Source: an optimization exercise on an open RTL-to-GDS flow (aim: small area, a short achievable clock period and few clock cycles). Production flows keep margins and buffers that such runs may drop.
The RTL was checked by simulation tests, not by an equivalence proof against the original design.
Power and IR drop assume default switching activity.

--- flow/config.mk ---
export PLATFORM = sky130hd
export DESIGN_NAME = fdc_engine
export DESIGN_NICKNAME = fdc_engine
export VERILOG_FILES = /design/flow/design.v
export SDC_FILE = /design/flow/constraint.sdc
export NUM_CORES = 4
export LEC_CHECK = 0
export CAP_MARGIN = 20
export CORE_MARGIN = 2
export CORE_UTILIZATION = 40
export PLACE_DENSITY = 0.6
export SLEW_MARGIN = 20
--- flow/constraint.sdc ---
create_clock -name core_clock -period 3.6 [get_ports {clk}]
set_input_delay 0.7200 -clock core_clock [delete_from_list [all_inputs] [get_ports {clk}]]
set_output_delay 0.7200 -clock core_clock [all_outputs]
set_load 0.01 [all_outputs]
--- flow/design.v ---
module fdc_crctab (
    input  wire [7:0]  idx,
    output reg  [15:0] val
);
    always @(*) begin
        case (idx)
            8'h00: val = 16'h0000;
            8'h01: val = 16'hC0C1;
            8'h02: val = 16'hC181;
            8'h03: val = 16'h0140;
            8'h04: val = 16'hC301;
            8'h05: val = 16'h03C0;
            8'h06: val = 16'h0280;
            8'h07: val = 16'hC241;
            8'h08: val = 16'hC601;
            8'h09: val = 16'h06C0;
            8'h0A: val = 16'h0780;
            8'h0B: val = 16'hC741;
            8'h0C: val = 16'h0500;
            8'h0D: val = 16'hC5C1;
            8'h0E: val = 16'hC481;
            8'h0F: val = 16'h0440;
            8'h10: val = 16'hCC01;
            8'h11: val = 16'h0CC0;
            8'h12: val = 16'h0D80;
            8'h13: val = 16'hCD41;
            8'h14: val = 16'h0F00;
            8'h15: val = 16'hCFC1;
            8'h16: val = 16'hCE81;
            8'h17: val = 16'h0E40;
            8'h18: val = 16'h0A00;
            8'h19: val = 16'hCAC1;
            8'h1A: val = 16'hCB81;
            8'h1B: val = 16'h0B40;
            8'h1C: val = 16'hC901;
            8'h1D: val = 16'h09C0;
            8'h1E: val = 16'h0880;
            8'h1F: val = 16'hC841;
            8'h20: val = 16'hD801;
            8'h21: val = 16'h18C0;
            8'h22: val = 16'h1980;
            8'h23: val = 16'hD941;
            8'h24: val = 16'h1B00;
            8'h25: val = 16'hDBC1;
            8'h26: val = 16'hDA81;
            8'h27: val = 16'h1A40;
            8'h28: val = 16'h1E00;
            8'h29: val = 16'hDEC1;
            8'h2A: val = 16'hDF81;
            8'h2B: val = 16'h1F40;
            8'h2C: val = 16'hDD01;
            8'h2D: val = 16'h1DC0;
            8'h2E: val = 16'h1C80;
            8'h2F: val = 16'hDC41;
            8'h30: val = 16'h1400;
            8'h31: val = 16'hD4C1;
            8'h32: val = 16'hD581;
            8'h33: val = 16'h1540;
            8'h34: val = 16'hD701;
            8'h35: val = 16'h17C0;
            8'h36: val = 16'h1680;
            8'h37: val = 16'hD641;
            8'h38: val = 16'hD201;
            8'h39: val = 16'h12C0;
            8'h3A: val = 16'h1380;
            8'h3B: val = 16'hD341;
            8'h3C: val = 16'h1100;
            8'h3D: val = 16'hD1C1;
            8'h3E: val = 16'hD081;
            8'h3F: val = 16'h1040;
            8'h40: val = 16'hF001;
            8'h41: val = 16'h30C0;
            8'h42: val = 16'h3180;
            8'h43: val = 16'hF141;
            8'h44: val = 16'h3300;
            8'h45: val = 16'hF3C1;
            8'h46: val = 16'hF281;
            8'h47: val = 16'h3240;
            8'h48: val = 16'h3600;
            8'h49: val = 16'hF6C1;
            8'h4A: val = 16'hF781;
            8'h4B: val = 16'h3740;
            8'h4C: val = 16'hF501;
            8'h4D: val = 16'h35C0;
            8'h4E: val = 16'h3480;
            8'h4F: val = 16'hF441;
            8'h50: val = 16'h3C00;
            8'h51: val = 16'hFCC1;
            8'h52: val = 16'hFD81;
            8'h53: val = 16'h3D40;
            8'h54: val = 16'hFF01;
            8'h55: val = 16'h3FC0;
            8'h56: val = 16'h3E80;
            8'h57: val = 16'hFE41;
            8'h58: val = 16'hFA01;
            8'h59: val = 16'h3AC0;
            8'h5A: val = 16'h3B80;
            8'h5B: val = 16'hFB41;
            8'h5C: val = 16'h3900;
            8'h5D: val = 16'hF9C1;
            8'h5E: val = 16'hF881;
            8'h5F: val = 16'h3840;
            8'h60: val = 16'h2800;
            8'h61: val = 16'hE8C1;
            8'h62: val = 16'hE981;
            8'h63: val = 16'h2940;
            8'h64: val = 16'hEB01;
            8'h65: val = 16'h2BC0;
            8'h66: val = 16'h2A80;
            8'h67: val = 16'hEA41;
            8'h68: val = 16'hEE01;
            8'h69: val = 16'h2EC0;
            8'h6A: val = 16'h2F80;
            8'h6B: val = 16'hEF41;
            8'h6C: val = 16'h2D00;
            8'h6D: val = 16'hEDC1;
            8'h6E: val = 16'hEC81;
            8'h6F: val = 16'h2C40;
            8'h70: val = 16'hE401;
            8'h71: val = 16'h24C0;
            8'h72: val = 16'h2580;
            8'h73: val = 16'hE541;
            8'h74: val = 16'h2700;
            8'h75: val = 16'hE7C1;
            8'h76: val = 16'hE681;
            8'h77: val = 16'h2640;
            8'h78: val = 16'h2200;
            8'h79: val = 16'hE2C1;
            8'h7A: val = 16'hE381;
            8'h7B: val = 16'h2340;
            8'h7C: val = 16'hE101;
            8'h7D: val = 16'h21C0;
            8'h7E: val = 16'h2080;
            8'h7F: val = 16'hE041;
            8'h80: val = 16'hA001;
            8'h81: val = 16'h60C0;
            8'h82: val = 16'h6180;
            8'h83: val = 16'hA141;
            8'h84: val = 16'h6300;
            8'h85: val = 16'hA3C1;
            8'h86: val = 16'hA281;
            8'h87: val = 16'h6240;
            8'h88: val = 16'h6600;
            8'h89: val = 16'hA6C1;
            8'h8A: val = 16'hA781;
            8'h8B: val = 16'h6740;
            8'h8C: val = 16'hA501;
            8'h8D: val = 16'h65C0;
            8'h8E: val = 16'h6480;
            8'h8F: val = 16'hA441;
            8'h90: val = 16'h6C00;
            8'h91: val = 16'hACC1;
            8'h92: val = 16'hAD81;
            8'h93: val = 16'h6D40;
            8'h94: val = 16'hAF01;
            8'h95: val = 16'h6FC0;
            8'h96: val = 16'h6E80;
            8'h97: val = 16'hAE41;
            8'h98: val = 16'hAA01;
            8'h99: val = 16'h6AC0;
            8'h9A: val = 16'h6B80;
            8'h9B: val = 16'hAB41;
            8'h9C: val = 16'h6900;
            8'h9D: val = 16'hA9C1;
            8'h9E: val = 16'hA881;
            8'h9F: val = 16'h6840;
            8'hA0: val = 16'h7800;
            8'hA1: val = 16'hB8C1;
            8'hA2: val = 16'hB981;
            8'hA3: val = 16'h7940;
            8'hA4: val = 16'hBB01;
            8'hA5: val = 16'h7BC0;
            8'hA6: val = 16'h7A80;
            8'hA7: val = 16'hBA41;
            8'hA8: val = 16'hBE01;
            8'hA9: val = 16'h7EC0;
            8'hAA: val = 16'h7F80;
            8'hAB: val = 16'hBF41;
            8'hAC: val = 16'h7D00;
            8'hAD: val = 16'hBDC1;
            8'hAE: val = 16'hBC81;
            8'hAF: val = 16'h7C40;
            8'hB0: val = 16'hB401;
            8'hB1: val = 16'h74C0;
            8'hB2: val = 16'h7580;
            8'hB3: val = 16'hB541;
            8'hB4: val = 16'h7700;
            8'hB5: val = 16'hB7C1;
            8'hB6: val = 16'hB681;
            8'hB7: val = 16'h7640;
            8'hB8: val = 16'h7200;
            8'hB9: val = 16'hB2C1;
            8'hBA: val = 16'hB381;
            8'hBB: val = 16'h7340;
            8'hBC: val = 16'hB101;
            8'hBD: val = 16'h71C0;
            8'hBE: val = 16'h7080;
            8'hBF: val = 16'hB041;
            8'hC0: val = 16'h5000;
            8'hC1: val = 16'h90C1;
            8'hC2: val = 16'h9181;
            8'hC3: val = 16'h5140;
            8'hC4: val = 16'h9301;
            8'hC5: val = 16'h53C0;
            8'hC6: val = 16'h5280;
            8'hC7: val = 16'h9241;
            8'hC8: val = 16'h9601;
            8'hC9: val = 16'h56C0;
            8'hCA: val = 16'h5780;
            8'hCB: val = 16'h9741;
            8'hCC: val = 16'h5500;
            8'hCD: val = 16'h95C1;
            8'hCE: val = 16'h9481;
            8'hCF: val = 16'h5440;
            8'hD0: val = 16'h9C01;
            8'hD1: val = 16'h5CC0;
            8'hD2: val = 16'h5D80;
            8'hD3: val = 16'h9D41;
            8'hD4: val = 16'h5F00;
            8'hD5: val = 16'h9FC1;
            8'hD6: val = 16'h9E81;
            8'hD7: val = 16'h5E40;
            8'hD8: val = 16'h5A00;
            8'hD9: val = 16'h9AC1;
            8'hDA: val = 16'h9B81;
            8'hDB: val = 16'h5B40;
            8'hDC: val = 16'h9901;
            8'hDD: val = 16'h59C0;
            8'hDE: val = 16'h5880;
            8'hDF: val = 16'h9841;
            8'hE0: val = 16'h8801;
            8'hE1: val = 16'h48C0;
            8'hE2: val = 16'h4980;
            8'hE3: val = 16'h8941;
            8'hE4: val = 16'h4B00;
            8'hE5: val = 16'h8BC1;
            8'hE6: val = 16'h8A81;
            8'hE7: val = 16'h4A40;
            8'hE8: val = 16'h4E00;
            8'hE9: val = 16'h8EC1;
            8'hEA: val = 16'h8F81;
            8'hEB: val = 16'h4F40;
            8'hEC: val = 16'h8D01;
            8'hED: val = 16'h4DC0;
            8'hEE: val = 16'h4C80;
            8'hEF: val = 16'h8C41;
            8'hF0: val = 16'h4400;
            8'hF1: val = 16'h84C1;
            8'hF2: val = 16'h8581;
            8'hF3: val = 16'h4540;
            8'hF4: val = 16'h8701;
            8'hF5: val = 16'h47C0;
            8'hF6: val = 16'h4680;
            8'hF7: val = 16'h8641;
            8'hF8: val = 16'h8201;
            8'hF9: val = 16'h42C0;
            8'hFA: val = 16'h4380;
            8'hFB: val = 16'h8341;
            8'hFC: val = 16'h4100;
            8'hFD: val = 16'h81C1;
            8'hFE: val = 16'h8081;
            8'hFF: val = 16'h4040;
            default: val = 16'h0000;
        endcase
    end
endmodule
module fdc_engine (
    input  wire        clk,
    input  wire        rst,
    input  wire        cmd_valid,
    output wire        cmd_ready,
    input  wire [31:0] cmd_word,
    input  wire [31:0] cmd_arg,
    input  wire        cmd_empty,
    input  wire        in_valid,
    output wire        in_ready,
    input  wire [7:0]  in_data,
    input  wire        in_last,
    output wire        out_valid,
    input  wire        out_ready,
    output wire [7:0]  out_data,
    output wire        done,
    output wire [7:0]  status
);
    localparam [7:0] OP_SETSTAFF = 8'h02;
    localparam [7:0] OP_RESET    = 8'h0A;
    localparam [7:0] OP_STUFF    = 8'h50;
    localparam [7:0] OP_UNSTUFF  = 8'h51;
    localparam [7:0] OP_MOD256   = 8'h60;
    localparam [7:0] OP_CRC16    = 8'h61;
    localparam [7:0] ST_OK       = 8'h00;
    localparam [7:0] ST_ILLEGAL  = 8'h01;
    localparam [7:0] ST_OPERAND  = 8'h0D;
    localparam [2:0] S_IDLE = 3'd0;
    localparam [2:0] S_RUN  = 3'd1;
    localparam [2:0] S_TAIL = 3'd2;
    localparam [2:0] S_DONE = 3'd3;
    localparam [2:0] K_DRAIN = 3'd0;    
    localparam [2:0] K_STUFF = 3'd1;
    localparam [2:0] K_UNST  = 3'd2;
    localparam [2:0] K_MOD   = 3'd3;
    localparam [2:0] K_CRC   = 3'd4;
    localparam [2:0] K_SETS  = 3'd5;
    reg [7:0]   cfg_esc;
    reg         cfg_en;
    reg [255:0] cfg_pat;
    reg [2:0]  state;
    reg [2:0]  kind;
    reg        ord;           
    reg [7:0]  stat;
    reg [7:0]  sum;
    reg [15:0] crc;
    reg        skip_esc;      
    reg        esc_pend;      
    reg [1:0]  tail_cnt;      
    reg        ov;
    reg [7:0]  od;
    wire [7:0] c_op = cmd_word[7:0];
    reg        c_known;
    reg        c_fields_ok;
    reg [2:0]  c_kind;
    always @(*) begin
        c_known     = 1'b1;
        c_fields_ok = (cmd_word[31:8] == 24'd0);
        c_kind      = K_DRAIN;
        case (c_op)
            OP_SETSTAFF: c_kind = K_SETS;
            OP_RESET:    c_kind = K_DRAIN;
            OP_STUFF:    c_kind = K_STUFF;
            OP_UNSTUFF:  c_kind = K_UNST;
            OP_MOD256:   c_kind = K_MOD;
            OP_CRC16: begin
                c_kind      = K_CRC;
                c_fields_ok = (cmd_word[31:9] == 23'd0);
            end
            default:     c_known = 1'b0;
        endcase
    end
    wire c_illegal = !c_known || !c_fields_ok;
    wire c_operand = (c_op == OP_SETSTAFF) && (cmd_arg[31:9] != 23'd0);
    wire        in_is_pat = cfg_en && cfg_pat[in_data];
    wire [15:0] tab_val;
    fdc_crctab u_tab (
        .idx (crc[7:0] ^ in_data),
        .val (tab_val)
    );
    wire [15:0] crc_next = {8'h00, crc[15:8]} ^ tab_val;
    wire o_free = !ov || out_ready;
    wire run_out = (kind == K_STUFF) || (kind == K_UNST);
    assign in_ready = (state == S_RUN) && (run_out ? (o_free && !esc_pend) : 1'b1);
    wire   in_fire  = in_valid && in_ready;
    assign cmd_ready = (state == S_IDLE);
    wire   cmd_fire  = cmd_valid && cmd_ready;
    assign out_valid = ov;
    assign out_data  = od;
    assign done      = (state == S_DONE);
    assign status    = stat;
    wire unst_drop = cfg_en && skip_esc && (in_data == cfg_esc);
    always @(posedge clk) begin
        if (rst) begin
            cfg_esc  <= 8'h00;
            cfg_en   <= 1'b0;
            cfg_pat  <= 256'd0;
            state    <= S_IDLE;
            kind     <= K_DRAIN;
            ord      <= 1'b0;
            stat     <= ST_OK;
            sum      <= 8'h00;
            crc      <= 16'hFFFF;
            skip_esc <= 1'b0;
            esc_pend <= 1'b0;
            tail_cnt <= 2'd0;
            ov       <= 1'b0;
            od       <= 8'h00;
        end else begin
            if (ov && out_ready)
                ov <= 1'b0;
            case (state)
                S_IDLE: begin
                    if (cmd_fire) begin
                        sum      <= 8'h00;
                        crc      <= 16'hFFFF;
                        skip_esc <= 1'b0;
                        esc_pend <= 1'b0;
                        ord      <= cmd_word[8];
                        if (c_illegal) begin
                            kind <= K_DRAIN;
                            stat <= ST_ILLEGAL;
                        end else if (c_operand) begin
                            kind <= K_DRAIN;
                            stat <= ST_OPERAND;
                        end else begin
                            kind <= c_kind;
                            stat <= ST_OK;
                            if (c_op == OP_SETSTAFF) begin
                                cfg_esc <= cmd_arg[7:0];
                                cfg_en  <= cmd_arg[8];
                                cfg_pat <= 256'd0;
                            end
                            if (c_op == OP_RESET) begin
                                cfg_esc <= 8'h00;
                                cfg_en  <= 1'b0;
                                cfg_pat <= 256'd0;
                            end
                        end
                        state <= cmd_empty ? S_TAIL : S_RUN;
                    end
                end
                S_RUN: begin
                    if (kind == K_STUFF && esc_pend && o_free) begin
                        ov       <= 1'b1;
                        od       <= cfg_esc;
                        esc_pend <= 1'b0;
                    end
                    if (in_fire) begin
                        case (kind)
                            K_STUFF: begin
                                ov       <= 1'b1;
                                od       <= in_data;
                                esc_pend <= in_is_pat;
                            end
                            K_UNST: begin
                                if (unst_drop) begin
                                    skip_esc <= 1'b0;
                                end else begin
                                    ov       <= 1'b1;
                                    od       <= in_data;
                                    skip_esc <= in_is_pat;
                                end
                            end
                            K_MOD:  sum <= sum + in_data;
                            K_CRC:  crc <= crc_next;
                            K_SETS: cfg_pat[in_data] <= 1'b1;
                            default: ;
                        endcase
                        if (in_last)
                            state <= S_TAIL;
                    end
                end
                S_TAIL: begin
                    if (kind == K_STUFF && esc_pend && o_free) begin
                        ov       <= 1'b1;
                        od       <= cfg_esc;
                        esc_pend <= 1'b0;
                    end else if ((kind == K_MOD || kind == K_CRC) && o_free &&
                                 tail_cnt != 2'd3) begin
                        if (kind == K_MOD) begin
                            ov       <= 1'b1;
                            od       <= sum;
                            tail_cnt <= 2'd3;
                        end else if (tail_cnt == 2'd0) begin
                            ov       <= 1'b1;
                            od       <= ord ? crc[7:0] : crc[15:8];
                            tail_cnt <= 2'd1;
                        end else begin
                            ov       <= 1'b1;
                            od       <= ord ? crc[15:8] : crc[7:0];
                            tail_cnt <= 2'd3;
                        end
                    end else if (!esc_pend && (!ov || out_ready) &&
                                 !((kind == K_MOD || kind == K_CRC) && tail_cnt != 2'd3)) begin
                        state <= S_DONE;
                    end
                end
                S_DONE: begin
                    tail_cnt <= 2'd0;
                    state    <= S_IDLE;
                end
                default: state <= S_IDLE;
            endcase
        end
    end
endmodule
--- flow/run.sh ---
#!/bin/bash
# synth_recipe.tcl (not shown) runs the flow's synth.tcl, then flattens the netlist and writes it again
# the make line also repeats each setting of config.mk as NAME=value (left out here)
make -C /OpenROAD-flow-scripts/flow DESIGN_CONFIG=/design/flow/config.mk WORK_HOME=/design/flow/orfs CLKGATE_MAP_FILE= SYNTH_SCRIPT=/design/flow/synth_recipe.tcl finish
==> notes.md <==
cell usage after synthesis (15+ instances only):
cell      instances
ha_1             16
a21oi_1         246
nor3_1           19
mux2i_1          44
nand2_1          76
buf_2            39
inv_1            15
o21ai_0          27
mux4_2           56
xnor2_1          34
nor2_1          367
nor4_1           19
dfxtp_1         310
clkbuf_1         59
a31oi_1          72
nand3_1          42
logic make-up (layout without fill, tap and decap cells):
group                      count (synthesis)  in the layout  synth area share, %
muxes                                    109            109                 12.5
buffers and inverters                    145            268                 4.91
adders and majority gates                 17             17                 1.53
and+or+nand+nor                          585            585                 17.8
AOI/OAI and AO/OA                        418            418                 17.2
xor gates and xnor gates                  46             46                 2.80
DFF                                      310            310                 43.2
other                                      1              5               0.0261
layout make-up:
cell class	count	area (um^2)	share of cell area, %
Sequential cell	310	6210	35.8
Tap cell	461	577	3.32
Timing Repair Buffer	190	1910	11.0
Multi-Input combinational cell	1180	7510	43.3
Clock buffer	45	932	5.37
Clock inverter	15	149	0.858
Inverter	18	67.6	0.389
worst max-delay path: cells and delay by family:
| kind | cells | cell delay (ns) |
|---|---|---|
| simple gates | 4 | 1.48 |
| buf+inv | 2 | 0.73 |
| compound gates | 3 | 0.82 |
path summary, 6_finish.rpt:
| kind | end | slack [ns] | cells after the start |
|---|---|---|---|
| setup / recovery | cfg_pat[134]$_SDFFE_PP0P_ | 0.27 | 9 |
| hold reg to reg | cfg_pat[104]$_SDFFE_PP0P_ | 0.46 | 2 |
| setup reg to reg | od[7]$_SDFFE_PP0P_ | 0.87 | 8 |
| hold / removal | cfg_pat[104]$_SDFFE_PP0P_ | 0.46 | 2 |
state kept, by name (all words and copies together), names as in the netlist:
| register | count |
|---|---|
| state | 2 |
| stat | 2 |
| cfg_en | 1 |
| cfg_esc | 8 |
| ov | 1 |
| tail_cnt | 2 |
| crc | 16 |
| sum | 8 |
| skip_esc | 1 |
| cfg_pat | 256 |
| ord | 1 |
| kind | 3 |
| od | 8 |
| esc_pend | 1 |
layout by cell type (no fill, tap or decap), drive strengths merged, types with 13 or more instances in the layout:
cell             n
nor3            19
ha              16
xnor2           34
o21ai           27
a21oi          246
buf            100
mux2i           44
clkdlybuf4s50   90
nand2           76
mux4            56
nand2b          13
a31oi           72
nand3           42
dfxtp          310
nor4            23
clkbuf          45
inv             17
nor2           367
through the flow:
| stage | cell area, um^2 | setup WS (ns) | hold WS [ns] | setup TNS (ns) | power, mW |
|---|---|---|---|---|---|
| after floorplan | 14400 | 0.0787 | 0.431 | 0 | 4.79 |
| after global placement | 16300 | -0.196 | 0.442 | -40.30 | 5.53 |
| after detailed placement | 16300 | -0.261 | 0.449 | -56.16 | 5.55 |
| after CTS | 17400 | 0.263 | 0.465 | 0 | 8.97 |
| after global routing | 17400 | 0.0989 | 0.474 | 0 | 9.26 |
| final | 17400 | 0.265 | 0.462 | 0 | 8.91 |
routing by layer:
metal	track usage, %	vias up	part of all wire [%]
met5	0	-	0
met4	8.28	0	2.9
met3	3.77	89	6.1
met2	37.7	403	48
met1	30.3	6112	43
li1	-	5990	-
power breakdown:
group	switching (mW)	internal, mW
clock	1.44	1.98
sequential	0.0504	3.49
combinational	1.24	0.719
==> flow_metrics.env <==
export IMPL_outcome="timing/DRC/antenna clean"
export IMPL_routedWlPerCell_um=19.5
export IMPL_vias_per_cell=5.68
export IMPL_clk_pin_slew_worst_paths_ns=0.06
export IMPL_hpwl_um=30400
export IMPL_hold_class="flip-flop to flip-flop"
export IMPL_start_util_pct=40.5
export IMPL_hold_violations=0
export IMPL_yosysTopAreaCell="dfxtp_1"
export IMPL_drcViolationCount=0
export IMPL_clockBufferDepth=3
export IMPL_areaGrowthSynthToFinish_pct=20.7
export IMPL_slew_violations=0
export IMPL_track_usage_pct=22.9
export IMPL_synthArstFlopShare_pct=0
export IMPL_fill_cells=3328
export IMPL_drt_total_wl_um=43300
export IMPL_end_kind="flip-flop"
export IMPL_cts_tree="done"
export IMPL_drv_cap=0
export IMPL_hp_start="cfg_pat[104]$_SDFFE_PP0P_"
export IMPL_crit_type="input pin to flip-flop"
export IMPL_utilization_pct=48.9
export IMPL_htree_levels=2
export IMPL_crit_arrival_ns=3.82
export IMPL_core_mm2=0.0355
export IMPL_powerDensity_mw_per_mm2=514
export IMPL_post_route_period_util_pct=92.6
export IMPL_synth_seq_cells=310
export IMPL_ys_types=70
export IMPL_skew_ns=0.0341
export IMPL_antenna_found_initial=0
export IMPL_ys_warn_count=2
export IMPL_tightest_slew_ns=0.770
export IMPL_final_cells=2219
export IMPL_synth_edff_count=0
export IMPL_core_rowCount=69
export IMPL_worst_ep_required_time_ns=4.08
export IMPL_grt_pass1_vias=12164
export IMPL_synth_top_cells_by_area="dfxtp_1 43%, nor2_1 9.6%, mux4_2 8.8%"
export IMPL_num_antenna_cells=0
export IMPL_chipHeight_um=194
export IMPL_dr_pass1_iters=6
export IMPL_syn_inst=1631
export IMPL_nets=1830
export IMPL_rsz0062_at_grt="false"
export IMPL_dieArea_mm2=0.0375
export IMPL_period_minus_slack_ns=3.33
export IMPL_clockRootBuffer="clkbuf_16"
export IMPL_synth_flop_cell="dfxtp_1"
export IMPL_critPathSlowestCell="or4b_1"
export IMPL_die_w_um=194
export IMPL_reg2reg_from="state[0]$_SDFFE_PP0P_"
export IMPL_clock_latency_ns=0.55
export IMPL_slew_headroom_pct=47.9
export IMPL_vdd_ir_drop_max_v=0.000387
export IMPL_layout_drive_gt1_share_pct=13.3
export IMPL_cts_hold_buf=0
export IMPL_p_leak_nw=6.38
export IMPL_startpoint_type="input pin"
export IMPL_slowest_delay_ns=0.58
export IMPL_crit_fanout=64
export IMPL_ant_nets=0
export IMPL_setup_viol=0
export IMPL_cp_cell_sequence="clkdlybuf4s50_1, or4b_1, or3b_4, a2111oi_4, a41oi_4, nor4_4, buf_12, a21oi_1, nor2_1"
export IMPL_cts_buffers=34
export IMPL_cts_repair_resized=0
export IMPL_grt_pass1_wl_um=68800
export IMPL_post_cts_buffers=0
export IMPL_drt_iter0_markers=881
export IMPL_dr_total_vias=12594
export IMPL_max_freq_ghz=0.300
export IMPL_pin_count=99
export IMPL_grt_max_degree=65
export IMPL_seq_area_frac_synth_pct=43.2
export IMPL_startpoint="cmd_word[2]"
export IMPL_synth_top_area_share_pct=43.2
export IMPL_dp_cells=2159
export IMPL_gp_congestion=0.888
export IMPL_numPortBuffers=93
export IMPL_grt_overflow=0
export IMPL_syn_area_mm2=0.0144
export IMPL_cts_sinks=310
export IMPL_syn_avg_cell_area_um2=8.81
Testbench counts, summed over its fixed seeds: cycles 17,044.

[re-timing with driven ports]
The flow's constraints put no driver on any port. The routed layout listed below was extracted and timed again, unchanged, in two steps.
Step 1: set_driving_cell puts a clkbuf_16 on clk and a buf_2 on each other input, an assumption about the parent block.
Step 2 adds t to the input delays and takes it off the output delays; t is the mean of the earliest and latest rising clock arrival at the registers after step 1. Input paths then give back, and output paths get back, about the clock's delay inside the block.
Three values: ideal, step 1, step 2; two values: the first two.
t, ns: 0.583
setup slack, ns: 0.265 / 0.296 / -0.287
pins driven straight from the clock port: 1
Met with ideal ports but missed after step 2: setup timing in this run. The setup slack of this run moves by +0.031 ns with the drivers and by -0.552 ns with both steps.
